This design comes from an exercise in tuning for small area on the open sky130 flow, not from production work.
At most, simulation tests tie the RTL to the original design; equivalence was not proved.
For runs 2 to 6, only the layout was checked, not whether the RTL still works.

[flow/run.sh]
#!/bin/bash
# synth_recipe.tcl (not shown) runs the flow's synth.tcl, then flattens the netlist and writes it again
# the make line also repeats each setting of config.mk as NAME=value (left out here)
make -C /OpenROAD-flow-scripts/flow DESIGN_CONFIG=/design/flow/config.mk WORK_HOME=/design/flow/orfs CLKGATE_MAP_FILE= SYNTH_SCRIPT=/design/flow/synth_recipe.tcl finish
[flow/design.v]
module synth_osc (
    input  wire        kind,      
    input  wire [11:0] period,
    input  wire [11:0] phase,     
    output wire [11:0] next_phase,
    output wire [15:0] sample     
);
    wire [10:0] half = period[11:1];
    wire [11:0] inc  = phase + 1'b1;
    wire        wrap = (inc == period);
    assign next_phase = wrap ? 12'd0 : inc;
    wire [12:0] e     = {1'b0, phase} - {2'b0, half};
    wire        upper = !wrap && !e[12];           
    wire        at_h  = &e;                        
    reg [10:0] hi;
    reg [15:0] lo;
    always @(*) begin
        if (upper) begin
            hi = e[10:0];
            lo = ~{4'b0, phase};
        end else if (wrap) begin
            hi = 11'd0;
            lo = {5'b0, half};
        end else if (at_h) begin
            hi = 11'd0;
            lo = 16'd0;
        end else begin
            hi = inc[10:0];
            lo = {5'b0, ~e[10:0]};
        end
    end
    reg [11:0] r, a, b, t;
    reg [12:0] cy;
    reg [15:0] q;
    reg        sub;
    integer i, j;
    always @(*) begin
        r = {1'b0, hi};
        for (i = 15; i >= 0; i = i - 1) begin
            sub   = !r[11];
            a     = {r[10:0], lo[i]};
            b     = {1'b0, half} ^ {12{sub}};
            cy[0] = sub;
            for (j = 0; j < 12; j = j + 1) begin
                t[j]    = a[j] ^ b[j] ^ cy[j];
                cy[j+1] = (a[j] & b[j]) | (cy[j] & (a[j] ^ b[j]));
            end
            q[i] = !t[11];
            r    = t;
        end
    end
    assign sample = kind ? (upper ? q : ~q) : {16{upper}};
endmodule
module voice_synth (
    input  wire        clk,
    input  wire        rst,
    input  wire [15:0] cfg_divisor,
    input  wire [3:0]  cfg_kind,
    input  wire [47:0] cfg_period,
    input  wire        tx_ready,
    output reg  [7:0]  tx_data,
    output reg         tx_accept
);
    localparam [1:0] P_COMPUTE = 2'd0, P_SENDACK = 2'd1, P_IDLE = 2'd2;
    reg [1:0] ph;
    reg [1:0] k;
    reg [15:0] w;
    reg        z;
    reg [11:0] c0, c1, c2, c3;
    reg [1:0]  pos;
    reg [1:0]  step;
    reg [17:0] acc;
    wire xfer = (ph == P_SENDACK) && tx_ready;
    wire run  = xfer || (step != 2'd0);
    wire [11:0] nphase;
    wire [15:0] sample;
    synth_osc unit (
        .kind       (cfg_kind[pos]),
        .period     (cfg_period[pos*12 +: 12]),
        .phase      (c0),
        .next_phase (nphase),
        .sample     (sample)
    );
    wire [2:0] ntri = cfg_kind[0] + cfg_kind[1] + cfg_kind[2] + cfg_kind[3];
    always @(posedge clk) begin
        if (rst) begin
            c0 <= 12'd0; c1 <= 12'd0; c2 <= 12'd0; c3 <= 12'd0;
            pos       <= 2'd0;
            ph        <= P_COMPUTE;
            k         <= 2'd0;
            tx_accept <= 1'b0;
            tx_data   <= 8'd0;
            w         <= cfg_divisor;
            z         <= 1'b1;
            step      <= 2'd0;
            acc       <= {(ntri == 3'd0) ? 8'd0   :
                          (ntri == 3'd1) ? 8'd63  :
                          (ntri == 3'd2) ? 8'd127 :
                          (ntri == 3'd3) ? 8'd191 : 8'd255, 10'd0};
        end else begin
            c0 <= c1; c1 <= c2; c2 <= c3;
            c3 <= run ? nphase : c0;
            pos <= pos + 1'b1;
            z <= (w == 16'd1);
            w <= (w == 16'd1) ? cfg_divisor : w - 1'b1;
            case (ph)
                P_COMPUTE: begin
                    if (k == 2'd2) begin
                        ph <= P_SENDACK;
                        k  <= 2'd0;
                    end else
                        k <= k + 1'b1;
                end
                P_SENDACK: begin
                    if (tx_ready) begin
                        ph        <= P_IDLE;
                        tx_accept <= 1'b1;
                        tx_data   <= acc[17:10];
                    end else
                        k <= 2'd1;
                end
                default: begin
                    tx_accept <= 1'b0;
                    if (z)
                        ph <= P_COMPUTE;
                    else if (k != 2'd2)
                        k <= k + 1'b1;
                end
            endcase
            if (run) begin
                step <= step + 1'b1;
                acc  <= (xfer ? 18'd0 : acc) + sample;
            end
        end
    end
endmodule
[flow/config.mk]
export PLATFORM = sky130hd
export DESIGN_NAME = voice_synth
export DESIGN_NICKNAME = voice_synth
export VERILOG_FILES = /design/flow/design.v
export SDC_FILE = /design/flow/constraint.sdc
export NUM_CORES = 4
export LEC_CHECK = 0
export CAP_MARGIN = 20
export CORE_MARGIN = 2
export CORE_UTILIZATION = 40
export SLEW_MARGIN = 20
[flow/constraint.sdc]
create_clock -name core_clock -period 90.0 [get_ports {clk}]
set_input_delay 18.0000 -clock core_clock [delete_from_list [all_inputs] [get_ports {clk}]]
set_output_delay 18.0000 -clock core_clock [all_outputs]
set_load 0.01 [all_outputs]
==> reports/qor.json, run 1 <==
{
  "run_status": "timing/DRC/antenna clean",
  "yosysUniqueCellTypes": 60,
  "fillCellCount": 2763,
  "portBuffers": 79,
  "ioPinCount": 80,
  "setup_viol_count_final": 0,
  "synth-edff-count": 8,
  "drt-vias-per-instance": 5.08,
  "layoutNonFillerInstCount": 1798,
  "synthesis.instances": 1284,
  "max_cap_violations": 0,
  "antenna_found_initial": 0,
  "detailed_place.area_um2": 13300,
  "routed_via_count": 9126,
  "drtAntennaViolNets": 0,
  "overall_die_area_um2": 31400,
  "use_met1": 0.258,
  "core_area_um2": 29600,
  "met2_layer_usage_reported_by_global_route": 0.334,
  "top_ff_cell_synth": "sky130_fd_sc_hd__dfxtp_1",
  "totalWireLength_um": 30500,
  "detail_route.wl_per_cell_um": 16.9,
  "grtUsageMet3": 0.0329,
  "min_period_ps": 87260,
  "synth_seq_area_share": 0.174,
  "clkTransAtPathRegs_ps": 80,
  "synthesis.area_per_instance_um2": 9.34,
  "critPathMaxStageDelay_ps": 550,
  "critical-path-top-cell-by-count": "sky130_fd_sc_hd__fa_1",
  "synth.cell_area_um2": 12000,
  "cts_tree": "done",
  "start_util": 0.406,
  "detail_route.drc_violations": 0,
  "cts_inserted_buffers": 9,
  "initialDrtViolationCount": 544,
  "fin_worst_hold_slack_ps": 436,
  "startpoint_type": "input pin",
  "post-route-util": 0.491,
  "gp_congestion": 0.905,
  "max_clock_freq_ghz": 0.0115,
  "clock_tree.buffer_depth": 2,
  "die_width_um": 177,
  "globalRouteOverflowTotal": 0,
  "arrival_ps": 87330,
  "grt_start_max_net_pins": 72,
  "hold_path.class": "reg2reg",
  "design_area_um2": 14500,
  "timing.final.crit_share": 0.970,
  "holdBufCountCts": 0,
  "wire_length_of_the_first_global_routing_pass_um": 47500,
  "slowest_stage": "sky130_fd_sc_hd__xnor3_4",
  "report.final.hold_viol_count": 0,
  "synth.net_count": 1557,
  "grt_usage": 0.195,
  "dp_hpwl_um": 23500,
  "global_route.peak_usage_layer": "met2",
  "num_rows": 63,
  "worstSetupPathType": "in2reg",
  "layout-area-overhead-vs-synth_pct": 21.0,
  "grt_pass1_vias": 8952,
  "critPathCaptureType": "flop",
  "worstSkewPairLatency_ps": 350,
  "synth_warnings": 2,
  "first_pass_iters": 5,
  "path_max_fanout": 12,
  "share_of_layout_cells_above_drive_strength_1": 0.156,
  "diodes": 0,
  "worst_pin_slew_ps": 734,
  "ys_ff_latch": 100,
  "clock-root-buffer": "sky130_fd_sc_hd__clkbuf_16",
  "placed_cells": 1730,
  "max_slew_margin": 0.511,
  "clock_sink_total": 100,
  "fin_worst_skew_ps": 9.13,
  "ctsHtreeMaxLevel": 3,
  "final-max-slew-violation-count": 0,
  "dieHeight_um": 177,
  "critical_path_rt_ps": 90070,
  "fin_nets": 1676,
  "asyncSetResetFlopFracSynth": 0
}
## what timing repair did
action | CTS | global route
buffers inserted | 6 | 43
endpoints found under the setup margin | 13 | 18
gates resized for setup | 15 | 78
pin swaps | 3 | 38
cloned | 0 | 3
## path summary, 6_finish.rpt
| check | from | endpoint | slack [ps] | cells after the start |
|---|---|---|---|---|
| setup reg to reg | pos[0] | acc[17] | 19740 | 292 |
| setup / recovery | cfg_period[37] | acc[17] | 2740 | 292 |
| hold reg to reg | c1[7] | c0[7] | 440 | 1 |
| hold / removal | c1[7] | c0[7] | 440 | 1 |
## cell type report
| class | instances | area [um^2] | share of cell area |
|---|---|---|---|
| Multi-Input combinational cell | 985 | 9640 | 0.664 |
| Sequential cell | 100 | 2080 | 0.143 |
| Timing Repair Buffer | 175 | 1520 | 0.104 |
| Inverter | 132 | 495 | 0.0341 |
| Tap cell | 390 | 488 | 0.0336 |
| Clock buffer | 9 | 225 | 0.0155 |
| Clock inverter | 7 | 67.6 | 0.00466 |
## layout by cell type, fill, tap and decap left out, drive strengths merged, types with 4 or more instances in the layout
| cell type | instances |
|---|---|
| a211o | 4 |
| a211oi | 12 |
| a21o | 8 |
| a21oi | 50 |
| a31oi | 7 |
| and2 | 19 |
| and3 | 6 |
| buf | 97 |
| clkbuf | 9 |
| clkdlybuf4s50 | 78 |
| clkinv | 4 |
| dfxtp | 92 |
| edfxtp | 8 |
| fa | 153 |
| ha | 49 |
| inv | 135 |
| mux2 | 5 |
| mux2i | 9 |
| mux4 | 12 |
| nand2 | 102 |
| nand2b | 9 |
| nand3 | 14 |
| nor2 | 67 |
| nor2b | 42 |
| nor3 | 14 |
| nor4 | 7 |
| o21a | 7 |
| o21ai | 55 |
| o22ai | 10 |
| o31ai | 6 |
| or2 | 4 |
| or3 | 4 |
| or4 | 6 |
| xnor2 | 234 |
| xnor3 | 5 |
| xor2 | 32 |
## layer usage
metal / up-vias / share of wire
met5: - / 0
met4: 0 / 0.020
met3: 36 / 0.056
met2: 199 / 0.48
met1: 4520 / 0.44
li1: 4371 / -
## cells in the mapped netlist (6+ instances only)
| cell type | instances | area (um^2) |
|---|---|---|
| sky130_fd_sc_hd__fa_1 | 153 | 3060 |
| sky130_fd_sc_hd__inv_2 | 6 | 22.5 |
| sky130_fd_sc_hd__nor2_1 | 67 | 251 |
| sky130_fd_sc_hd__a21oi_1 | 50 | 250 |
| sky130_fd_sc_hd__nand2_1 | 102 | 383 |
| sky130_fd_sc_hd__and2_1 | 19 | 119 |
| sky130_fd_sc_hd__xnor2_1 | 232 | 2030 |
| sky130_fd_sc_hd__a31oi_1 | 7 | 43.8 |
| sky130_fd_sc_hd__o21a_1 | 7 | 52.6 |
| sky130_fd_sc_hd__o22ai_1 | 10 | 62.6 |
| sky130_fd_sc_hd__edfxtp_1 | 8 | 240 |
| sky130_fd_sc_hd__dfxtp_1 | 92 | 1840 |
| sky130_fd_sc_hd__buf_2 | 16 | 80.1 |
| sky130_fd_sc_hd__or4_1 | 6 | 45.0 |
| sky130_fd_sc_hd__mux4_2 | 12 | 270 |
| sky130_fd_sc_hd__nand3_1 | 14 | 70.1 |
| sky130_fd_sc_hd__ha_1 | 49 | 613 |
| sky130_fd_sc_hd__nor2b_1 | 42 | 263 |
| sky130_fd_sc_hd__and3_1 | 6 | 37.5 |
| sky130_fd_sc_hd__a211oi_1 | 12 | 90.1 |
| sky130_fd_sc_hd__clkbuf_1 | 40 | 150 |
| sky130_fd_sc_hd__nor3_1 | 14 | 70.1 |
| sky130_fd_sc_hd__xor2_1 | 32 | 280 |
| sky130_fd_sc_hd__buf_1 | 7 | 26.3 |
| sky130_fd_sc_hd__mux2i_1 | 9 | 90.1 |
| sky130_fd_sc_hd__inv_1 | 125 | 469 |
| sky130_fd_sc_hd__o31ai_1 | 6 | 45.0 |
| sky130_fd_sc_hd__o21ai_0 | 55 | 275 |
| sky130_fd_sc_hd__nor4_1 | 7 | 43.8 |
| sky130_fd_sc_hd__nand2b_1 | 9 | 56.3 |
| sky130_fd_sc_hd__a21o_1 | 8 | 60.1 |
## critical path: cells and delay by family
kind / cells / cell delay, ps
AOI/OAI and AO/OA: 18 / 3270
buffers and inverters: 53 / 4560
muxes: 9 / 2580
xor gates and xnor gates: 50 / 9290
adders and majority gates: 154 / 48020
and+or+nand+nor: 8 / 1440
## metrics by stage
step / setup WS, ps / TNS, ps
3_5_place_dp: -2010 / -14380
2_1_floorplan: 1240 / 0
5_1_grt: -227 / -477
3_3_place_gp: -1320 / -6610
4_1_cts: 17.0 / 0
6_report: 2740 / 0
## sequential cells by signal, summed over array words and instances, names as in the netlist, 8 cells and up
signal / count
c1: 12
c2: 12
tx_data: 8
w: 16
c0: 12
acc: 18
c3: 12
## logic make-up after synthesis
group           share of synthesized area
simple gates                        0.120
xor+xnor                            0.204
compound gates                     0.0952
flops                               0.174
fa+ha+maj                           0.307
mux                                0.0347
buf+inv                            0.0658
==> run 2: changes to the inputs <==
--- a/flow/design.v
+++ b/flow/design.v
@@ -3,7 +3,7 @@
     input  wire [11:0] period,
     input  wire [11:0] phase,     
     output wire [11:0] next_phase,
-    output wire [15:0] sample     
+    output wire [16:0] addend
 );
     wire [10:0] half = period[11:1];
     wire [11:0] inc  = phase + 1'b1;
@@ -12,30 +12,15 @@
     wire [12:0] e     = {1'b0, phase} - {2'b0, half};
     wire        upper = !wrap && !e[12];           
     wire        at_h  = &e;                        
-    reg [10:0] hi;
-    reg [15:0] lo;
-    always @(*) begin
-        if (upper) begin
-            hi = e[10:0];
-            lo = ~{4'b0, phase};
-        end else if (wrap) begin
-            hi = 11'd0;
-            lo = {5'b0, half};
-        end else if (at_h) begin
-            hi = 11'd0;
-            lo = 16'd0;
-        end else begin
-            hi = inc[10:0];
-            lo = {5'b0, ~e[10:0]};
-        end
-    end
+    wire [10:0] y  = wrap ? 11'd0 : upper ? e[10:0] : phase[10:0];
+    wire [15:0] lo = {{5{!wrap}}, ~y & {11{!wrap}}};
     reg [11:0] r, a, b, t;
     reg [12:0] cy;
-    reg [15:0] q;
+    reg [15:0] f;
     reg        sub;
     integer i, j;
     always @(*) begin
-        r = {1'b0, hi};
+        r = {1'b0, y};
         for (i = 15; i >= 0; i = i - 1) begin
             sub   = !r[11];
             a     = {r[10:0], lo[i]};
@@ -45,11 +30,11 @@
                 t[j]    = a[j] ^ b[j] ^ cy[j];
                 cy[j+1] = (a[j] & b[j]) | (cy[j] & (a[j] ^ b[j]));
             end
-            q[i] = !t[11];
+            f[i] = !t[11];
             r    = t;
         end
     end
-    assign sample = kind ? (upper ? q : ~q) : {16{upper}};
+    assign addend = {kind & at_h, (kind ? f : 16'hffff) ^ {16{!upper}}};
 endmodule
 module voice_synth (
     input  wire        clk,
@@ -69,23 +54,26 @@
     reg [11:0] c0, c1, c2, c3;
     reg [1:0]  pos;
     reg [1:0]  step;
+    reg        fresh;
     reg [17:0] acc;
     wire xfer = (ph == P_SENDACK) && tx_ready;
     wire run  = xfer || (step != 2'd0);
     wire [11:0] nphase;
-    wire [15:0] sample;
+    wire [16:0] addend;
     synth_osc unit (
         .kind       (cfg_kind[pos]),
         .period     (cfg_period[pos*12 +: 12]),
         .phase      (c0),
         .next_phase (nphase),
-        .sample     (sample)
+        .addend     (addend)
     );
-    wire [2:0] ntri = cfg_kind[0] + cfg_kind[1] + cfg_kind[2] + cfg_kind[3];
+    wire [2:0]  ntri = cfg_kind[0] + cfg_kind[1] + cfg_kind[2] + cfg_kind[3];
+    wire [17:0] base = xfer ? -{15'd0, ntri} : acc;
     always @(posedge clk) begin
+        c0 <= c1; c1 <= c2; c2 <= c3;
+        c3 <= run ? nphase : (fresh ? 12'd0 : c0);
+        pos <= pos + 1'b1;
         if (rst) begin
-            c0 <= 12'd0; c1 <= 12'd0; c2 <= 12'd0; c3 <= 12'd0;
-            pos       <= 2'd0;
             ph        <= P_COMPUTE;
             k         <= 2'd0;
             tx_accept <= 1'b0;
@@ -93,14 +81,14 @@
             w         <= cfg_divisor;
             z         <= 1'b1;
             step      <= 2'd0;
-            acc       <= {(ntri == 3'd0) ? 8'd0   :
+            fresh     <= 1'b1;
+            c3        <= 12'd0;
+            pos       <= 2'd0;
+            acc[17:10] <= (ntri == 3'd0) ? 8'd0   :
                           (ntri == 3'd1) ? 8'd63  :
                           (ntri == 3'd2) ? 8'd127 :
-                          (ntri == 3'd3) ? 8'd191 : 8'd255, 10'd0};
+                          (ntri == 3'd3) ? 8'd191 : 8'd255;
         end else begin
-            c0 <= c1; c1 <= c2; c2 <= c3;
-            c3 <= run ? nphase : c0;
-            pos <= pos + 1'b1;
             z <= (w == 16'd1);
             w <= (w == 16'd1) ? cfg_divisor : w - 1'b1;
             case (ph)
@@ -128,8 +116,9 @@
                 end
             endcase
             if (run) begin
-                step <= step + 1'b1;
-                acc  <= (xfer ? 18'd0 : acc) + sample;
+                fresh <= 1'b0;
+                step  <= step + 1'b1;
+                acc   <= base + addend;
             end
         end
     end
--- a/flow/config.mk
+++ b/flow/config.mk
@@ -7,5 +7,7 @@
 export LEC_CHECK = 0
 export CAP_MARGIN = 20
 export CORE_MARGIN = 2
-export CORE_UTILIZATION = 40
+export CORE_UTILIZATION = 80
+export CTS_BUF_LIST = sky130_fd_sc_hd__clkbuf_2 sky130_fd_sc_hd__clkbuf_4 sky130_fd_sc_hd__clkbuf_8
+export PLACE_DENSITY = 0.85
 export SLEW_MARGIN = 20
==> reports/qor.json, run 2 <==
{
  "dieHeight": {"value": 125, "unit": "um", "change": "was 177 um"},
  "synthDominantAreaCellType": {"value": "sky130_fd_sc_hd__fa_1", "change": "unchanged"},
  "synthesis.instances": {"value": 1219, "change": "was 1284"},
  "top_ff_cell_synth": {"value": "sky130_fd_sc_hd__dfxtp_1", "change": "unchanged"},
  "ctsHtreeMaxLevel": {"value": 3, "change": "unchanged"},
  "gp_congestion": {"value": 1.03, "change": "was 0.905"},
  "portBuffers": {"value": 79, "change": "unchanged"},
  "cts_inserted_buffers": {"value": 9, "change": "unchanged"},
  "yosysUniqueCellTypes": {"value": 63, "change": "was 60"},
  "dp_hpwl": {"value": 23700, "unit": "um", "change": "was 23500 um"},
  "synthesis.area_per_instance": {"value": 9.65, "unit": "um^2", "change": "was 9.34 um^2"},
  "synthMostInstantiatedCell": {"value": "sky130_fd_sc_hd__xnor2_1", "change": "unchanged"},
  "grt_start_max_net_pins": 40,
  "ioPinCount": {"value": 80, "change": "unchanged"},
  "ys_top_cells_by_area": {"value": "sky130_fd_sc_hd__fa_1 26%, sky130_fd_sc_hd__xnor2_1 16%, sky130_fd_sc_hd__dfxtp_1 14%, sky130_fd_sc_hd__ha_1 5.4%, sky130_fd_sc_hd__edfxtp_1 4.6%", "change": "was sky130_fd_sc_hd__fa_1 26%, sky130_fd_sc_hd__xnor2_1 17%, sky130_fd_sc_hd__dfxtp_1 15%, sky130_fd_sc_hd__ha_1 5.1%, sky130_fd_sc_hd__inv_1 3.9%"},
  "clock-root-buffer": {"value": "sky130_fd_sc_hd__clkbuf_8", "change": "was sky130_fd_sc_hd__clkbuf_16"},
  "last_step_reached": "5_1_grt",
  "asyncSetResetFlopFracSynth": {"value": 0, "change": "unchanged"},
  "timing.repair.worst_endpoint_type": "register input",
  "synth_common_cells": {"value": "213 x sky130_fd_sc_hd__xnor2_1, 155 x sky130_fd_sc_hd__fa_1, 135 x sky130_fd_sc_hd__inv_1", "change": "was 232 x sky130_fd_sc_hd__xnor2_1, 153 x sky130_fd_sc_hd__fa_1, 125 x sky130_fd_sc_hd__inv_1"},
  "start_util": {"value": 0.815, "change": "was 0.406"},
  "repair-timing-grt-worst-ep": "acc[16]$_DFFE_PP_/D",
  "synth.net_count": {"value": 1496, "change": "was 1557"},
  "run_status": {"value": "aborted with a tool error", "change": "was timing/DRC/antenna clean"},
  "num_rows": {"value": 44, "change": "was 63"},
  "die_width": {"value": 125, "unit": "um", "change": "was 177 um"},
  "first_error": "[ERROR DPL-0038] Utilization greater than 100%, impossible to legalize",
  "clock_sink_total": {"value": 101, "change": "was 100"},
  "netlist.area_leader.share": {"value": 0.264, "change": "was 0.255"},
  "clock_tree.buffer_depth": {"value": 2, "change": "unchanged"},
  "synth_warnings": {"value": 2, "change": "unchanged"},
  "ys_ff_latch": {"value": 101, "change": "was 100"},
  "synth-edff-count": {"value": 18, "change": "was 8"},
  "detailed_place.area": {"value": 12800, "unit": "um^2", "change": "was 13300 um^2"},
  "synth.cell_area": {"value": 11800, "unit": "um^2", "change": "was 12000 um^2"},
  "synth_seq_area_share": {"value": 0.187, "change": "was 0.174"}
}
==> run 2: cell types whose count changed after synthesis, sizes merged, moves of 10 or more <==
cell,change
nor2b,-35
xnor2,-19
and2,-13
xor2,+12
a211oi,-10
edfxtp,+10
inv,+10
==> run 2: through the flow <==
stage               setup WS [ps]  instances
floorplan                     695       1219
global placement              234       1454
detailed placement          -3380       1454
CTS                          29.4       1489
==> run 2: timing repair <==
action                                 in CTS
setup endpoints to repair                  18
pin swaps                                  13
hold buffers                                0
buffers inserted                           19
gates resized for setup                    48
endpoints found under the hold margin       0
==> run 2: how the worst min path moves through the flow <==
stage / to / start / slack, ps
after floorplan: c0[0] / c1[0] / 310
after global placement: c0[3] / c1[3] / 310
after detailed placement: c0[2] / c1[2] / 310
after CTS: c0[1] / c1[1] / 330
==> run 2: logic make-up after synthesis <==
group	count (synthesis)	synth area share
AOI/OAI and AO/OA	168	0.0891
xor gates and xnor gates	261	0.201
adders and majority gates	206	0.318
buffers and inverters	205	0.0690
DFF	101	0.187
muxes	31	0.0386
and+or+nand+nor	247	0.0973
==> run 3: changes to the inputs <==
==> flow/config.mk (replaced) <==
export PLATFORM = sky130hd
export DESIGN_NAME = voice_synth
export DESIGN_NICKNAME = voice_synth
export VERILOG_FILES = /design/flow/design.v
export SDC_FILE = /design/flow/constraint.sdc
export NUM_CORES = 4
export LEC_CHECK = 0
export CAP_MARGIN = 0
export CORE_MARGIN = 2
export CORE_UTILIZATION = 50
export SLEW_MARGIN = 0
==> reports/qor.json, run 3 <==
{
  "post-route-util": 0.610,
  "die_width": {"value": 157, "unit": "um", "change": "was 125 um"},
  "critical-path-top-cell-by-count": "sky130_fd_sc_hd__fa_1",
  "timing.critical_path.from": "cfg_period[7]",
  "detailed_place.area": {"value": 13000, "unit": "um^2", "change": "was 12800 um^2"},
  "max_slew_margin": 0.402,
  "drtAntennaViolNets": 0,
  "timing.final.crit_share": 0.965,
  "num_rows": {"value": 56, "change": "was 44"},
  "synthesis.instances": {"value": 1219, "change": "unchanged"},
  "ys_ff_latch": {"value": 101, "change": "unchanged"},
  "start_util": {"value": 0.505, "change": "was 0.815"},
  "totalWireLength_um": 28900,
  "dieHeight": {"value": 157, "unit": "um", "change": "was 125 um"},
  "fillCellCount": 2051,
  "drt-vias-per-instance": 5.18,
  "first_pass_iters": 5,
  "largest-register": "acc",
  "crit_family": "adder cells",
  "critPathCaptureType": "flop",
  "max_cap_violations": 0,
  "layout-area-overhead-vs-synth_pct": 20.7,
  "holdBufCountCts": {"value": 0, "change": "unchanged"},
  "ctsHtreeMaxLevel": {"value": 3, "change": "unchanged"},
  "routed_via_count": 8667,
  "registers_with_the_highest_flip_flop_counts": "acc: 18 flops, w: 16 flops",
  "globalRouteOverflowTotal": 0,
  "worst_pin_slew_ps": 895,
  "initialDrtViolationCount": 555,
  "synth.net_count": {"value": 1496, "change": "unchanged"},
  "wire_length_of_the_first_global_routing_pass_um": 45900,
  "clock-root-buffer": {"value": "sky130_fd_sc_hd__clkbuf_16", "change": "was sky130_fd_sc_hd__clkbuf_8"},
  "r2r_start": "pos[1]",
  "critPathMaxStageDelay_ps": 530,
  "synth_warnings": {"value": 2, "change": "unchanged"},
  "arrival_ps": 86970,
  "critPathCapture": "acc[16]",
  "overall_die_area_um2": 24800,
  "share_of_layout_cells_above_drive_strength_1": 0.157,
  "synth_seq_area_share": {"value": 0.187, "change": "unchanged"},
  "grt_pass1_vias": 8615,
  "synth-edff-count": {"value": 18, "change": "unchanged"},
  "largest_reg_flops": 18,
  "critical_path_rt_ps": 90090,
  "yosysUniqueCellTypes": {"value": 63, "change": "unchanged"},
  "report.final.hold_viol_count": 0,
  "netlist.area_leader.share": {"value": 0.264, "change": "unchanged"},
  "cts_tree": "done",
  "asyncSetResetFlopFracSynth": {"value": 0, "change": "unchanged"},
  "final-max-slew-violation-count": 0,
  "top_ff_cell_synth": {"value": "sky130_fd_sc_hd__dfxtp_1", "change": "unchanged"},
  "clock_tree.buffer_depth": {"value": 2, "change": "unchanged"},
  "layout_common_cells": "193 x sky130_fd_sc_hd__xnor2_1, 146 x sky130_fd_sc_hd__fa_1, 134 x sky130_fd_sc_hd__inv_1",
  "grt_start_max_net_pins": 40,
  "fin_worst_skew_ps": 11.5,
  "hold_path.class": "reg2reg",
  "run_status": {"value": "timing/DRC/antenna clean", "change": "was aborted with a tool error"},
  "worstSkewPairLatency_ps": 350,
  "synth_common_cells": {"value": "213 x sky130_fd_sc_hd__xnor2_1, 155 x sky130_fd_sc_hd__fa_1, 135 x sky130_fd_sc_hd__inv_1", "change": "unchanged"},
  "total_buffers_and_inverters_traversed_by_the_critical_path": 58,
  "synth.cell_area": {"value": 11800, "unit": "um^2", "change": "unchanged"},
  "crit_cells": 303,
  "synthDominantAreaCellType": {"value": "sky130_fd_sc_hd__fa_1", "change": "unchanged"},
  "fin_nets": 1626,
  "startpoint_type": "input pin",
  "grt_usage": 0.241,
  "min_period_ps": 86880,
  "worstSetupPathType": "in2reg",
  "timing.rr.end": "acc[16]",
  "synthMostInstantiatedCell": {"value": "sky130_fd_sc_hd__xnor2_1", "change": "unchanged"},
  "core_area_um2": 23300,
  "slowest_stage": "sky130_fd_sc_hd__clkdlybuf4s50_1",
  "design_area_um2": 14200,
  "ys_top_cells_by_area": {"value": "sky130_fd_sc_hd__fa_1 26%, sky130_fd_sc_hd__xnor2_1 16%, sky130_fd_sc_hd__dfxtp_1 14%, sky130_fd_sc_hd__ha_1 5.4%, sky130_fd_sc_hd__edfxtp_1 4.6%", "change": "unchanged"},
  "gp_congestion": {"value": 0.927, "change": "was 1.03"},
  "path_max_fanout": 12,
  "worst_r2r_path_depth": 305,
  "most_frequent_standard_cell_in_the_layout_excluding_fill_and_tap_cells": "sky130_fd_sc_hd__xnor2_1",
  "antenna_found_initial": 0,
  "clkTransAtPathRegs_ps": 80,
  "max_clock_freq_ghz": 0.0115,
  "clock_sink_total": {"value": 101, "change": "unchanged"},
  "timing.reg2reg.setup_slack_ps": 20200,
  "diodes": 0,
  "ioPinCount": {"value": 80, "change": "unchanged"},
  "portBuffers": {"value": 79, "change": "unchanged"},
  "dp_hpwl": {"value": 22300, "unit": "um", "change": "was 23700 um"},
  "detail_route.wl_per_cell_um": 17.3,
  "detail_route.drc_violations": 0,
  "cts_inserted_buffers": {"value": 9, "change": "unchanged"},
  "synthesis.area_per_instance": {"value": 9.65, "unit": "um^2", "change": "unchanged"},
  "setup_viol_count_final": 0
}
[run 3: cell counts after synthesis]
No cell type changed its count.
[run 3: cell type report]
cell class | count | area, um^2 | share of cell area
repair buffers | 183 | 1600 | 0.112
multi-input cells | 913 | 9130 | 0.643
clock buffers | 9 | 225 | 0.0159
inverters | 141 | 551 | 0.0388
well taps | 319 | 399 | 0.0281
flip-flops and latches | 101 | 2200 | 0.155
clock inverters | 7 | 88.8 | 0.00626
[run 3: worst reg2reg max path: cells and delay by family (launching register included)]
family                     cells  cell delay [ps]
AOI/OAI and AO/OA             22             3410
xor gates and xnor gates      54             9960
adders and majority gates    155            48220
buffers and inverters         58             4500
DFF                            1              920
muxes                          3              790
and+or+nand+nor               13             1880
[run 3: how the worst min path moves through the flow]
stage | depth (start not counted) | end | slack, ps | from
2_1_floorplan | 0 | c0[0] | 310 | c1[0]
3_3_place_gp | 0 | c2[2] | 310 | c3[2]
3_5_place_dp | 0 | c1[4] | 310 | c2[4]
4_1_cts | 0 | c1[2] | 330 | c2[2]
5_1_grt | 0 | c1[2] | 330 | c2[2]
6_report | 0 | c1[2] | 320 | c2[2]
[run 3: cell families after synthesis]
family	synth area share
fa+ha+maj	0.318
flops	0.187
xor+xnor	0.201
mux	0.0386
simple gates	0.0973
buf+inv	0.0690
compound gates	0.0891
[run 3: metal layers]
layer | up-vias | GRT usage | share of wire
li1 | 4163 | - | -
met1 | 4276 | 0.351 | 0.47
met2 | 214 | 0.381 | 0.47
met3 | 14 | 0.0496 | 0.054
met4 | 0 | 0.0329 | 0.0080
met5 | - | 0 | 0
[run 3: timing repair]
item,CTS,global route
setup buffers,0,54
pin swaps,0,28
setup endpoints to repair,2,18
gates cloned,0,1
resized for setup,2,75
[run 3: metrics by stage]
| step | setup slack, ps | setup TNS [ps] | instances | hold slack (ps) |
|---|---|---|---|---|
| 2_1_floorplan | 695 | 0 | 1219 | 310 |
| 3_3_place_gp | 278 | 0 | 1602 | 310 |
| 3_5_place_dp | -582 | -927 | 1602 | 312 |
| 4_1_cts | 171 | 0 | 1618 | 326 |
| 5_1_grt | -302 | -789 | 1673 | 328 |
| 6_report | 3120 | 0 | 1673 | 324 |
==> run 4: changes to the inputs <==
--- a/flow/config.mk
+++ b/flow/config.mk
@@ -8,4 +8,5 @@
 export CAP_MARGIN = 0
 export CORE_MARGIN = 2
 export CORE_UTILIZATION = 50
+export CTS_BUF_LIST = sky130_fd_sc_hd__clkbuf_8
 export SLEW_MARGIN = 0
==> reports/qor.json, run 4 <==
{
  "run_status": {"value": "timing/DRC/antenna clean", "change": "unchanged"},
  "worstSetupPathType": {"value": "in2reg", "change": "unchanged"},
  "total_buffers_and_inverters_traversed_by_the_critical_path": {"value": 58, "change": "unchanged"},
  "detail_route.wl_per_cell": {"value": 17.2, "unit": "um", "change": "was 17.3 um"},
  "clock_tree.buffer_depth": {"value": 2, "change": "unchanged"},
  "core_area": {"value": 23300, "unit": "um^2", "change": "unchanged"},
  "max_clock_freq": {"value": 0.0115, "unit": "GHz", "change": "about the same"},
  "grt_pass1_vias": {"value": 8634, "change": "was 8615"},
  "pre_cts_slack": {"value": -582, "unit": "ps", "change": "unchanged"},
  "slowest_stage": {"value": "sky130_fd_sc_hd__clkdlybuf4s50_1", "change": "unchanged"},
  "num_rows": {"value": 56, "change": "unchanged"},
  "clock_sink_total": {"value": 101, "change": "unchanged"},
  "synth_seq_area_share": {"value": 0.187, "change": "unchanged"},
  "share_of_layout_cells_above_drive_strength_1": {"value": 0.156, "change": "was 0.157"},
  "timing.critical_path.from": {"value": "cfg_period[7]", "change": "unchanged"},
  "timing.final.crit_share": {"value": 0.965, "change": "about the same"},
  "cts_inserted_buffers": {"value": 9, "change": "unchanged"},
  "overall_die_area": {"value": 24800, "unit": "um^2", "change": "unchanged"},
  "hold_path.class": {"value": "reg2reg", "change": "unchanged"},
  "dp_hpwl": {"value": 22300, "unit": "um", "change": "unchanged"},
  "drt-vias-per-instance": {"value": 5.16, "change": "was 5.18"},
  "top_ff_cell_synth": {"value": "sky130_fd_sc_hd__dfxtp_1", "change": "unchanged"},
  "layout-area-overhead-vs-synth": {"value": 19.8, "unit": "%", "change": "was 20.7%"},
  "fin_nets": {"value": 1626, "change": "unchanged"},
  "dieHeight": {"value": 157, "unit": "um", "change": "unchanged"},
  "holdBufCountCts": {"value": 0, "change": "unchanged"},
  "asyncSetResetFlopFracSynth": {"value": 0, "change": "unchanged"},
  "final_critical_path_setup_slack": {"value": 3130, "unit": "ps", "change": "was 3120 ps"},
  "wirelength_met1": {"value": 13600, "unit": "um", "change": "was 13500 um"},
  "grt_usage": {"value": 0.241, "change": "about the same"},
  "first_pass_iters": {"value": 5, "change": "unchanged"},
  "post-route-util": {"value": 0.606, "change": "was 0.610"},
  "gp_congestion": {"value": 0.927, "change": "unchanged"},
  "worstSkewPairLatency": {"value": 380, "unit": "ps", "change": "was 350 ps"},
  "worst_hold_path.num_cells": {"value": 0, "change": "unchanged"},
  "ys_top_cells_by_area": {"value": "sky130_fd_sc_hd__fa_1 26%, sky130_fd_sc_hd__xnor2_1 16%, sky130_fd_sc_hd__dfxtp_1 14%, sky130_fd_sc_hd__ha_1 5.4%, sky130_fd_sc_hd__edfxtp_1 4.6%", "change": "unchanged"},
  "worst_pin_slew": {"value": 894, "unit": "ps", "change": "was 895 ps"},
  "initialDrtViolationCount": {"value": 585, "change": "was 555"},
  "synth.cell_area": {"value": 11800, "unit": "um^2", "change": "unchanged"},
  "top_layer_used": {"value": "met4", "change": "unchanged"},
  "clkTransAtPathRegs": {"value": 120, "unit": "ps", "change": "was 80 ps"},
  "max_cap_violations": {"value": 0, "change": "unchanged"},
  "synthesis.instances": {"value": 1219, "change": "unchanged"},
  "placed_cells": {"value": 1602, "change": "unchanged"},
  "r2r_start": {"value": "pos[1]", "change": "unchanged"},
  "fin_tns_setup": {"value": 0, "unit": "ps", "change": "unchanged"},
  "critical-path-top-cell-by-count": {"value": "sky130_fd_sc_hd__fa_1", "change": "unchanged"},
  "critical_path_rt": {"value": 90130, "unit": "ps", "change": "was 90090 ps"},
  "totalWireLength": {"value": 28800, "unit": "um", "change": "was 28900 um"},
  "synth-edff-count": {"value": 18, "change": "unchanged"},
  "antenna_found_initial": {"value": 0, "change": "unchanged"},
  "registers_with_the_highest_flip_flop_counts": {"value": "acc: 18 flops, w: 16 flops", "change": "unchanged"},
  "ctsHtreeMaxLevel": {"value": 3, "change": "unchanged"},
  "diodes": {"value": 0, "change": "unchanged"},
  "yosysUniqueCellTypes": {"value": 63, "change": "unchanged"},
  "startpoint_type": {"value": "input pin", "change": "unchanged"},
  "globalRouteOverflowTotal": {"value": 0, "change": "unchanged"},
  "synthMostInstantiatedCell": {"value": "sky130_fd_sc_hd__xnor2_1", "change": "unchanged"},
  "report.final.hold_viol_count": {"value": 0, "change": "unchanged"},
  "layoutNonFillerInstCount": {"value": 1673, "change": "unchanged"},
  "synthDominantAreaCellType": {"value": "sky130_fd_sc_hd__fa_1", "change": "unchanged"},
  "clock-root-buffer": {"value": "sky130_fd_sc_hd__clkbuf_8", "change": "was sky130_fd_sc_hd__clkbuf_16"},
  "synthesis.area_per_instance": {"value": 9.65, "unit": "um^2", "change": "unchanged"},
  "min-delay-start": {"value": "c2[2]", "change": "unchanged"},
  "final-max-slew-violation-count": {"value": 0, "change": "unchanged"},
  "synth.net_count": {"value": 1496, "change": "unchanged"},
  "arrival": {"value": 87000, "unit": "ps", "change": "was 86970 ps"},
  "ioPinCount": {"value": 80, "change": "unchanged"},
  "worst_r2r_path_depth": {"value": 305, "change": "unchanged"},
  "most_frequent_standard_cell_in_the_layout_excluding_fill_and_tap_cells": {"value": "sky130_fd_sc_hd__xnor2_1", "change": "unchanged"},
  "critPathCaptureType": {"value": "flop", "change": "unchanged"},
  "start_util": {"value": 0.505, "change": "unchanged"},
  "die_width": {"value": 157, "unit": "um", "change": "unchanged"},
  "largest_reg_flops": {"value": 18, "change": "unchanged"},
  "critPathMaxStageDelay": {"value": 530, "unit": "ps", "change": "about the same"},
  "path_max_fanout": {"value": 12, "change": "unchanged"},
  "portBuffers": {"value": 79, "change": "unchanged"},
  "ys_ff_latch": {"value": 101, "change": "unchanged"},
  "netlist.area_leader.share": {"value": 0.264, "change": "unchanged"},
  "detailroute.wirelength.met3": {"value": 1480, "unit": "um", "change": "was 1560 um"},
  "synth_common_cells": {"value": "213 x sky130_fd_sc_hd__xnor2_1, 155 x sky130_fd_sc_hd__fa_1, 135 x sky130_fd_sc_hd__inv_1", "change": "unchanged"},
  "synth_warnings": {"value": 2, "change": "unchanged"},
  "max_slew_margin": {"value": 0.403, "change": "was 0.402"},
  "largest-register": {"value": "acc", "change": "unchanged"},
  "routed_via_count": {"value": 8635, "change": "was 8667"},
  "crit_family": {"value": "adder cells", "change": "unchanged"},
  "detail_route.drc_violations": {"value": 0, "change": "unchanged"},
  "crit_cells": {"value": 303, "change": "unchanged"},
  "wire_length_of_the_first_global_routing_pass": {"value": 45900, "unit": "um", "change": "about the same"},
  "min_period": {"value": 86870, "unit": "ps", "change": "was 86880 ps"},
  "wl_met2": {"value": 13500, "unit": "um", "change": "was 13600 um"},
  "layout_common_cells": {"value": "193 x sky130_fd_sc_hd__xnor2_1, 148 x sky130_fd_sc_hd__fa_1, 134 x sky130_fd_sc_hd__inv_1", "change": "was 193 x sky130_fd_sc_hd__xnor2_1, 146 x sky130_fd_sc_hd__fa_1, 134 x sky130_fd_sc_hd__inv_1"},
  "fin_worst_skew": {"value": 16.0, "unit": "ps", "change": "was 11.5 ps"},
  "setup_viol_count_final": {"value": 0, "change": "unchanged"},
  "cts_tree": {"value": "done", "change": "unchanged"},
  "grt_start_max_net_pins": {"value": 40, "change": "unchanged"},
  "drtAntennaViolNets": {"value": 0, "change": "unchanged"}
}
## run 4: changes by cell type in the layout (fill, tap and decap cells not counted)
cell and delta:
sky130_fd_sc_hd__fa_2 -2, sky130_fd_sc_hd__clkbuf_16 -9, sky130_fd_sc_hd__fa_1 +2, sky130_fd_sc_hd__clkbuf_8 +9
## run 4: cells by family (layout without fill, tap and decap cells)
group           Yosys count  after routing  synth area share
fa+ha+maj               206            206             0.318
mux                      31             31            0.0386
buf+inv                 205            340            0.0690
flops                   101            101             0.187
simple gates            247            247            0.0973
compound gates          168            168            0.0891
xor+xnor                261            261             0.201
## run 4: final timing paths
| kind | endpoint | slack, ps |
|---|---|---|
| max | acc[16] | 3130 |
| min | c1[2] | 330 |
| max reg2reg | acc[16] | 20160 |
| min reg2reg | c1[2] | 330 |
## run 4: final cells by class
class	instances	area (um^2)
fillers	2066	9170
multi-input cells	913	9130
flip-flops and latches	101	2200
repair buffers	183	1600
inverters	141	551
well taps	319	399
clock buffers	9	124
clock inverters	7	88.8
## run 4: layer usage
layer	global-route usage	vias to the layer above
met5	0	-
met4	0.0342	0
met3	0.0496	12
met2	0.382	194
met1	0.350	4258
li1	-	4171
## run 4: per-stage QoR
| stage | instance area [um^2] | hold WS (ps) |
|---|---|---|
| final | 14100 | 326 |
| after global routing | 14100 | 327 |
| after CTS | 13300 | 330 |
| after detailed placement | 13000 | 312 |
| after global placement | 13000 | 310 |
| after floorplan | 11800 | 310 |
## run 4: repair_timing
item | CTS | global route
gates resized for setup | 2 | 73
setup endpoints to repair | 2 | 18
cloned | 0 | 1
pin swaps | 0 | 25
buffers inserted | 0 | 54
==> run 5: changes to the inputs <==
--- a/flow/design.v
+++ b/flow/design.v
@@ -1,19 +1,23 @@
 module synth_osc (
     input  wire        kind,      
     input  wire [11:0] period,
-    input  wire [11:0] phase,     
-    output wire [11:0] next_phase,
+    input  wire        u,
+    input  wire [10:0] z,
+    output wire        next_u,
+    output wire [10:0] next_z,
     output wire [16:0] addend
 );
     wire [10:0] half = period[11:1];
-    wire [11:0] inc  = phase + 1'b1;
-    wire        wrap = (inc == period);
-    assign next_phase = wrap ? 12'd0 : inc;
-    wire [12:0] e     = {1'b0, phase} - {2'b0, half};
-    wire        upper = !wrap && !e[12];           
-    wire        at_h  = &e;                        
-    wire [10:0] y  = wrap ? 11'd0 : upper ? e[10:0] : phase[10:0];
-    wire [15:0] lo = {{5{!wrap}}, ~y & {11{!wrap}}};
+    wire [11:0] zi   = z + 1'b1;
+    wire        eq1  = (zi == {1'b0, half});       
+    wire        eq2  = (z == half);                
+    wire        wrap  = u && (period[0] ? eq2 : eq1);
+    wire        at_h  = !u && eq1;
+    wire        upper = u && !wrap;                
+    assign next_u = upper || at_h;
+    assign next_z = (wrap || at_h) ? 11'd0 : zi[10:0];
+    wire [10:0] y  = z & {11{!wrap}};
+    wire [15:0] lo = {{5{!wrap}}, ~z & {11{!wrap}}};
     reg [11:0] r, a, b, t;
     reg [12:0] cy;
     reg [15:0] f;
@@ -53,18 +57,22 @@
     reg        z;
     reg [11:0] c0, c1, c2, c3;
     reg [1:0]  pos;
+    reg [11:0] per;      
     reg [1:0]  step;
     reg        fresh;
     reg [17:0] acc;
+    wire [1:0] pos_next = pos + 1'b1;
     wire xfer = (ph == P_SENDACK) && tx_ready;
     wire run  = xfer || (step != 2'd0);
     wire [11:0] nphase;
     wire [16:0] addend;
     synth_osc unit (
         .kind       (cfg_kind[pos]),
-        .period     (cfg_period[pos*12 +: 12]),
-        .phase      (c0),
-        .next_phase (nphase),
+        .period     (per),
+        .u          (c0[11]),
+        .z          (c0[10:0]),
+        .next_u     (nphase[11]),
+        .next_z     (nphase[10:0]),
         .addend     (addend)
     );
     wire [2:0]  ntri = cfg_kind[0] + cfg_kind[1] + cfg_kind[2] + cfg_kind[3];
@@ -73,6 +81,7 @@
         c0 <= c1; c1 <= c2; c2 <= c3;
         c3 <= run ? nphase : (fresh ? 12'd0 : c0);
         pos <= pos + 1'b1;
+        per <= cfg_period[pos_next*12 +: 12];
         if (rst) begin
             ph        <= P_COMPUTE;
             k         <= 2'd0;
--- a/flow/config.mk
+++ b/flow/config.mk
@@ -8,5 +8,4 @@
 export CAP_MARGIN = 0
 export CORE_MARGIN = 2
 export CORE_UTILIZATION = 50
-export CTS_BUF_LIST = sky130_fd_sc_hd__clkbuf_8
 export SLEW_MARGIN = 0
==> reports/qor.json, run 5 <==
{
  "run_status": {"value": "timing/DRC/antenna clean", "change": "unchanged"},
  "clock_sink_total": {"value": 113, "change": "was 101"},
  "yosysUniqueCellTypes": {"value": 71, "change": "was 63"},
  "ys_ff_latch": {"value": 113, "change": "was 101"},
  "holdPathEnd": {"value": "c1[9]", "change": "was c1[2]"},
  "layout-area-overhead-vs-synth": {"value": 13.8, "unit": "%", "change": "was 19.8%"},
  "final_critical_path_setup_slack": {"value": 16890, "unit": "ps", "change": "was 3130 ps"},
  "final-max-slew-violation-count": {"value": 0, "change": "unchanged"},
  "slowest_stage": {"value": "sky130_fd_sc_hd__dfxtp_1", "change": "was sky130_fd_sc_hd__clkdlybuf4s50_1"},
  "max_clock_freq": {"value": 0.0137, "unit": "GHz", "change": "was 0.0115 GHz"},
  "dieHeight": {"value": 157, "unit": "um", "change": "about the same"},
  "die_width": {"value": 157, "unit": "um", "change": "about the same"},
  "portBuffers": {"value": 79, "change": "unchanged"},
  "min_period": {"value": 73110, "unit": "ps", "change": "was 86870 ps"},
  "worst_pin_slew": {"value": 1030, "unit": "ps", "change": "was 894 ps"},
  "yosys.area_share.xor_xnor": {"value": 0.205, "change": "was 0.201"},
  "timing.final.crit_share": {"value": 0.812, "change": "was 0.965"},
  "startpoint_type": {"value": "flop", "change": "was input pin"},
  "crit_family": {"value": "adder cells", "change": "unchanged"},
  "max_cap_violations": {"value": 0, "change": "unchanged"},
  "worst_hold_path.num_cells": {"value": 0, "change": "unchanged"},
  "fin_worst_hold_slack": {"value": 322, "unit": "ps", "change": "was 326 ps"},
  "netlist.area_leader.share": {"value": 0.264, "change": "about the same"},
  "synthMostInstantiatedCell": {"value": "sky130_fd_sc_hd__xnor2_1", "change": "unchanged"},
  "fin_tns_setup": {"value": 0, "unit": "ps", "change": "unchanged"},
  "fin_nets": {"value": 1492, "change": "was 1626"},
  "synth_common_cells": {"value": "182 x sky130_fd_sc_hd__xnor2_1, 154 x sky130_fd_sc_hd__fa_1, 122 x sky130_fd_sc_hd__inv_1", "change": "was 213 x sky130_fd_sc_hd__xnor2_1, 155 x sky130_fd_sc_hd__fa_1, 135 x sky130_fd_sc_hd__inv_1"},
  "critPathCaptureType": {"value": "flop", "change": "unchanged"},
  "top_ff_cell_synth": {"value": "sky130_fd_sc_hd__dfxtp_1", "change": "unchanged"},
  "detail_route.wl_per_cell": {"value": 16.0, "unit": "um", "change": "was 17.2 um"},
  "synth_seq_area_share": {"value": 0.209, "change": "was 0.187"},
  "overall_die_area": {"value": 24600, "unit": "um^2", "change": "was 24800 um^2"},
  "worstSkewPairLatency": {"value": 420, "unit": "ps", "change": "was 380 ps"},
  "core_area": {"value": 22800, "unit": "um^2", "change": "was 23300 um^2"},
  "post_synth_mux_area_share": {"value": 0.0312, "change": "was 0.0386"},
  "timing.rr.end": {"value": "acc[16]", "change": "unchanged"},
  "totalWireLength": {"value": 24800, "unit": "um", "change": "was 28800 um"},
  "synthesis.instances": {"value": 1181, "change": "was 1219"},
  "ioPinCount": {"value": 80, "change": "unchanged"},
  "layout_common_cells": {"value": "182 x sky130_fd_sc_hd__xnor2_1, 154 x sky130_fd_sc_hd__fa_1, 122 x sky130_fd_sc_hd__inv_1", "change": "was 193 x sky130_fd_sc_hd__xnor2_1, 148 x sky130_fd_sc_hd__fa_1, 134 x sky130_fd_sc_hd__inv_1"},
  "grt_pass1_vias": {"value": 8051, "change": "was 8634"},
  "synthesis.area_per_instance": {"value": 9.90, "unit": "um^2", "change": "was 9.65 um^2"},
  "initialDrtViolationCount": {"value": 381, "change": "was 585"},
  "max_slew_margin": {"value": 0.309, "change": "was 0.403"},
  "detailed_place.area": {"value": 12700, "unit": "um^2", "change": "was 13000 um^2"},
  "ctsHtreeMaxLevel": {"value": 4, "change": "was 3"},
  "largest_family_of_logic_cells_by_synthesized_area": {"value": "adder cells", "change": "unchanged"},
  "first_pass_iters": {"value": 6, "change": "was 5"},
  "grt_start_max_net_pins": {"value": 45, "change": "was 40"},
  "timing.reg2reg.setup_slack": {"value": 16890, "unit": "ps", "change": "was 20160 ps"},
  "synthAdderAreaFrac": {"value": 0.306, "change": "was 0.318"},
  "layout.area.seq": {"value": 2440, "unit": "um^2", "change": "was 2200 um^2"},
  "pre_cts_slack": {"value": 16570, "unit": "ps", "change": "was -582 ps"},
  "synth-simple-area-share": {"value": 0.0942, "change": "was 0.0973"},
  "crit_cells": {"value": 297, "change": "was 303"},
  "cts_inserted_buffers": {"value": 17, "change": "was 9"},
  "synth-edff-count": {"value": 18, "change": "unchanged"},
  "critical_path_rt": {"value": 90130, "unit": "ps", "change": "about the same"},
  "diodes": {"value": 0, "change": "unchanged"},
  "wire_length_of_the_first_global_routing_pass": {"value": 40800, "unit": "um", "change": "was 45900 um"},
  "ys_top_cells_by_area": {"value": "sky130_fd_sc_hd__fa_1 26%, sky130_fd_sc_hd__dfxtp_1 16%, sky130_fd_sc_hd__xnor2_1 14%, sky130_fd_sc_hd__edfxtp_1 4.6%, sky130_fd_sc_hd__xor2_1 4.6%", "change": "was sky130_fd_sc_hd__fa_1 26%, sky130_fd_sc_hd__xnor2_1 16%, sky130_fd_sc_hd__dfxtp_1 14%, sky130_fd_sc_hd__ha_1 5.4%, sky130_fd_sc_hd__edfxtp_1 4.6%"},
  "antenna_found_initial": {"value": 0, "change": "unchanged"},
  "report.final.hold_viol_count": {"value": 0, "change": "unchanged"},
  "grt_usage": {"value": 0.213, "change": "was 0.241"},
  "routed_via_count": {"value": 7963, "change": "was 8635"},
  "detail_route.drc_violations": {"value": 0, "change": "unchanged"},
  "worstSetupPathType": {"value": "reg2reg", "change": "was in2reg"},
  "min-delay-start": {"value": "c2[9]", "change": "was c2[2]"},
  "asyncSetResetFlopFracSynth": {"value": 0, "change": "unchanged"},
  "holdBufCountCts": {"value": 0, "change": "unchanged"},
  "synth.cell_area": {"value": 11700, "unit": "um^2", "change": "was 11800 um^2"},
  "worst_r2r_path_depth": {"value": 297, "change": "was 305"},
  "hold_path.class": {"value": "reg2reg", "change": "unchanged"},
  "clock-root-buffer": {"value": "sky130_fd_sc_hd__clkbuf_16", "change": "was sky130_fd_sc_hd__clkbuf_8"},
  "design_area": {"value": 13300, "unit": "um^2", "change": "was 14100 um^2"},
  "setup_viol_count_final": {"value": 0, "change": "unchanged"},
  "drt-vias-per-instance": {"value": 5.13, "change": "was 5.16"},
  "post_cts_buffers": {"value": 0, "change": "unchanged"},
  "fin_worst_skew": {"value": 16.5, "unit": "ps", "change": "was 16.0 ps"},
  "critical-path-top-cell-by-count": {"value": "sky130_fd_sc_hd__fa_1", "change": "unchanged"},
  "fillCellCount": {"value": 2056, "change": "was 2066"},
  "largest-register": {"value": "acc", "change": "unchanged"},
  "critPathMaxStageDelay": {"value": 890, "unit": "ps", "change": "was 530 ps"},
  "path_max_fanout": {"value": 18, "change": "was 12"},
  "synthDominantAreaCellType": {"value": "sky130_fd_sc_hd__fa_1", "change": "unchanged"},
  "num_rows": {"value": 55, "change": "was 56"},
  "post_cts.resized_instances": {"value": 0, "change": "was 2"},
  "multi_input_area": {"value": 8450, "unit": "um^2", "change": "was 9130 um^2"},
  "synth-compound-area-share": {"value": 0.0852, "change": "was 0.0891"},
  "dp_hpwl": {"value": 19500, "unit": "um", "change": "was 22300 um"},
  "start_util": {"value": 0.513, "change": "was 0.505"},
  "clock_tree.buffer_depth": {"value": 2, "change": "unchanged"},
  "drtAntennaViolNets": {"value": 0, "change": "unchanged"},
  "globalRouteOverflowTotal": {"value": 0, "change": "unchanged"},
  "registers_with_the_highest_flip_flop_counts": {"value": "acc: 18 flops, w: 16 flops", "change": "unchanged"},
  "share_of_layout_cells_above_drive_strength_1": {"value": 0.0759, "change": "was 0.156"},
  "cts_tree": {"value": "done", "change": "unchanged"},
  "r2r_start": {"value": "per[8]", "change": "was pos[1]"},
  "synth.net_count": {"value": 1446, "change": "was 1496"},
  "clkTransAtPathRegs": {"value": 60, "unit": "ps", "change": "was 120 ps"},
  "arrival": {"value": 73250, "unit": "ps", "change": "was 87000 ps"},
  "synth_warnings": {"value": 2, "change": "unchanged"},
  "gp_congestion": {"value": 0.901, "change": "was 0.927"},
  "largest_reg_flops": {"value": 18, "change": "unchanged"},
  "total_buffers_and_inverters_traversed_by_the_critical_path": {"value": 56, "change": "was 58"},
  "rsz_0062_raised_after_global_routing": "false",
  "most_frequent_standard_cell_in_the_layout_excluding_fill_and_tap_cells": {"value": "sky130_fd_sc_hd__xnor2_1", "change": "unchanged"},
  "post-route-util": {"value": 0.584, "change": "was 0.606"}
}
run 5: final cells by class:
class                      count  share of cell area
clock buffer                  22              0.0380
tap                          313              0.0294
inverter                     128              0.0361
timing repair buffer          98              0.0697
clock inverter                 9             0.00893
multi-input combinational    869               0.634
sequential                   113               0.183
run 5: layer usage:
| layer | share of wire | wire [um] | track usage | vias up |
|---|---|---|---|---|
| met3 | 0.038 | 942 | 0.0297 | 22 |
| li1 | - | - | - | 3863 |
| met1 | 0.48 | 11800 | 0.298 | 3929 |
| met5 | 0 | 0 | 0 | - |
| met4 | 0.011 | 276 | 0.0507 | 0 |
| met2 | 0.47 | 11700 | 0.353 | 149 |
run 5: worst max-delay path by stage:
| stage | start | endpoint | slack (ps) |
|---|---|---|---|
| after floorplan | c0[0] | acc[16] | 21140 |
| after global placement | per[8] | acc[14] | 17690 |
| after detailed placement | per[8] | acc[14] | 16570 |
| after CTS | per[8] | acc[16] | 16560 |
| after global routing | per[8] | acc[16] | 12340 |
| final | per[8] | acc[16] | 16890 |
run 5: stage by stage:
stage / std cells
3_3_place_gp: 1521
5_1_grt: 1552
2_1_floorplan: 1181
6_report: 1552
3_5_place_dp: 1521
4_1_cts: 1552
run 5: cell families after synthesis:
group,count (synthesis)
AOI/OAI and AO/OA,161
xor gates and xnor gates,258
adders and majority gates,194
buffers and inverters,199
DFF,113
muxes,20
and+or+nand+nor,236
==> run 6: changes to the inputs <==
--- a/flow/config.mk
+++ b/flow/config.mk
@@ -8,4 +8,6 @@
 export CAP_MARGIN = 0
 export CORE_MARGIN = 2
 export CORE_UTILIZATION = 50
+export CTS_CLUSTER_DIAMETER = 100
+export CTS_CLUSTER_SIZE = 30
 export SLEW_MARGIN = 0
==> reports/qor.json, run 6 <==
{
  "critical-path-top-cell-by-count": {"value": "sky130_fd_sc_hd__fa_1", "change": "unchanged"},
  "holdBufCountCts": {"value": 0, "change": "unchanged"},
  "arrival": {"value": 73250, "unit": "ps", "change": "about the same"},
  "globalRouteOverflowTotal": {"value": 0, "change": "unchanged"},
  "timing.final.crit_share": {"value": 0.812, "change": "unchanged"},
  "synth_warnings": {"value": 2, "change": "unchanged"},
  "final-max-slew-violation-count": {"value": 0, "change": "unchanged"},
  "timing.critical_path.from": {"value": "per[8]", "change": "unchanged"},
  "synthMostInstantiatedCell": {"value": "sky130_fd_sc_hd__xnor2_1", "change": "unchanged"},
  "netlist.area_leader.share": {"value": 0.264, "change": "unchanged"},
  "routed_via_count": {"value": 7963, "change": "unchanged"},
  "gp_congestion": {"value": 0.901, "change": "unchanged"},
  "drt-vias-per-instance": {"value": 5.13, "change": "unchanged"},
  "fin_nets": {"value": 1492, "change": "unchanged"},
  "max_slew_margin": {"value": 0.309, "change": "unchanged"},
  "clock_tree.buffer_depth": {"value": 2, "change": "unchanged"},
  "largest-register": {"value": "acc", "change": "unchanged"},
  "worst_pin_slew": {"value": 1030, "unit": "ps", "change": "unchanged"},
  "overall_die_area": {"value": 24600, "unit": "um^2", "change": "unchanged"},
  "initialDrtViolationCount": {"value": 381, "change": "unchanged"},
  "synth.net_count": {"value": 1446, "change": "unchanged"},
  "first_pass_iters": {"value": 6, "change": "unchanged"},
  "ys_ff_latch": {"value": 113, "change": "unchanged"},
  "clock-root-buffer": {"value": "sky130_fd_sc_hd__clkbuf_16", "change": "unchanged"},
  "synth_seq_area_share": {"value": 0.209, "change": "unchanged"},
  "asyncSetResetFlopFracSynth": {"value": 0, "change": "unchanged"},
  "post_cts.resized_instances": {"value": 0, "change": "unchanged"},
  "critPathCapture": {"value": "acc[16]", "change": "unchanged"},
  "slowest_stage": {"value": "sky130_fd_sc_hd__dfxtp_1", "change": "unchanged"},
  "r2r_start": {"value": "per[8]", "change": "unchanged"},
  "crit_cells": {"value": 297, "change": "unchanged"},
  "critical_path_rt": {"value": 90130, "unit": "ps", "change": "about the same"},
  "die_width": {"value": 157, "unit": "um", "change": "unchanged"},
  "layout_common_cells": {"value": "182 x sky130_fd_sc_hd__xnor2_1, 154 x sky130_fd_sc_hd__fa_1, 122 x sky130_fd_sc_hd__inv_1", "change": "unchanged"},
  "grt_pass1_vias": {"value": 8051, "change": "unchanged"},
  "setup_viol_count_final": {"value": 0, "change": "unchanged"},
  "synthesis.area_per_instance": {"value": 9.90, "unit": "um^2", "change": "unchanged"},
  "worstSkewPairLatency": {"value": 420, "unit": "ps", "change": "about the same"},
  "fin_tns_setup": {"value": 0, "unit": "ps", "change": "unchanged"},
  "rsz_0062_raised_after_global_routing": {"value": "false", "change": "unchanged"},
  "fillCellCount": {"value": 2056, "change": "unchanged"},
  "min_period": {"value": 73110, "unit": "ps", "change": "unchanged"},
  "diodes": {"value": 0, "change": "unchanged"},
  "cts_inserted_buffers": {"value": 17, "change": "unchanged"},
  "crit_family": {"value": "adder cells", "change": "unchanged"},
  "synthesis.instances": {"value": 1181, "change": "unchanged"},
  "run_status": {"value": "timing/DRC/antenna clean", "change": "unchanged"},
  "report.final.hold_viol_count": {"value": 0, "change": "unchanged"},
  "path_max_fanout": {"value": 18, "change": "unchanged"},
  "worst_r2r_path_depth": {"value": 297, "change": "unchanged"},
  "cts_tree": {"value": "done", "change": "unchanged"},
  "critPathCaptureType": {"value": "flop", "change": "unchanged"},
  "ctsHtreeMaxLevel": {"value": 4, "change": "unchanged"},
  "clock_sink_total": {"value": 113, "change": "unchanged"},
  "totalWireLength": {"value": 24800, "unit": "um", "change": "unchanged"},
  "grt_usage": {"value": 0.213, "change": "unchanged"},
  "clkTransAtPathRegs": {"value": 60, "unit": "ps", "change": "about the same"},
  "timing.rr.end": {"value": "acc[16]", "change": "unchanged"},
  "portBuffers": {"value": 79, "change": "unchanged"},
  "layoutNonFillerInstCount": {"value": 1552, "change": "unchanged"},
  "post_cts_buffers": {"value": 0, "change": "unchanged"},
  "registers_with_the_highest_flip_flop_counts": {"value": "acc: 18 flops, w: 16 flops", "change": "unchanged"},
  "share_of_layout_cells_above_drive_strength_1": {"value": 0.0759, "change": "unchanged"}
}
run 6: cell counts in the layout (fill, tap and decap cells not counted):
Identical to the previous run, type by type.
run 6: layout make-up:
cell class / instances / area, um^2 / share of cell area
repair buffers: 98 / 928 / 0.0697
flip-flops and latches: 113 / 2440 / 0.183
inverters: 128 / 480 / 0.0361
clock buffers: 22 / 505 / 0.0380
multi-input cells: 869 / 8450 / 0.634
well taps: 313 / 392 / 0.0294
clock inverters: 9 / 119 / 0.00893
run 6: routing by layer:
layer  GRT usage  part of all wire  vias up
met5           0                 0        -
met4      0.0507             0.011        0
met3      0.0297             0.038       22
met2       0.353              0.47      149
met1       0.298              0.48     3929
li1            -                 -     3863
run 6: worst min-delay path by stage:
stage	startpoint	endpoint	slack, ps	cells after the start
6_report	c2[9]	c1[9]	320	0
5_1_grt	c3[2]	c2[2]	330	0
4_1_cts	c2[9]	c1[9]	320	0
3_5_place_dp	c2[9]	c1[9]	310	0
3_3_place_gp	c1[9]	c0[9]	310	0
2_1_floorplan	c1[0]	c0[0]	310	0
run 6: per-stage QoR:
stage	area (um^2)	hold WS [ps]	setup WS (ps)
after floorplan	11700	310	21140
after global placement	12700	310	17690
after detailed placement	12700	312	16570
after CTS	13300	323	16560
after global routing	13300	326	12340
final	13300	322	16890
run 6: logic make-up (layout without fill, tap and decap cells):
kind of cell             Yosys count  count (layout)  share of synthesized area
XOR/XNOR                         258             258                      0.205
buffers and inverters            199             257                     0.0691
flip-flops                       113             113                      0.209
multiplexers                      20              20                     0.0312
AND/OR/NAND/NOR                  236             236                     0.0942
AO/OA/AOI/OAI                    161             161                     0.0852
adder cells (fa/ha/maj)          194             194                      0.306

-- what the ideal ports hide --
No port has a modelled driver above. Below, the same layouts with a new extraction and two added sets of constraints.
Step 1: set_driving_cell puts a clkbuf_16 on clk and a buf_2 on each other input, an assumption about the parent block.
Step 2 times the ports against the registers' clock, not the clock port: input delays grow and output delays shrink by t, the midpoint of the rising clock arrivals with the driver on.
Slacks: no drivers / after step 1 / after step 2; pairs: no drivers / after step 1.
run	t, ns	slack for setup (ns)	worst setup path after step 2	latest minus earliest clock arrival (ns)
run 1	0.381	2.744 / 2.751 / 2.370	input to register	0.009 / 0.010
run 3	0.387	3.124 / 3.109 / 2.722	input to register	0.011 / 0.011
run 4	0.408	3.130 / 3.113 / 2.705	input to register	0.017 / 0.018
run 5	0.455	16.887 / 16.887 / 16.887	register to register	0.017 / 0.016
run 6	0.455	16.887 / 16.887 / 16.887	register to register	0.017 / 0.016
After both steps every run listed still meets setup and hold. For run 4, which loses most, drivers alone change the setup slack by -0.017 ns; drivers and shift together by -0.425 ns.
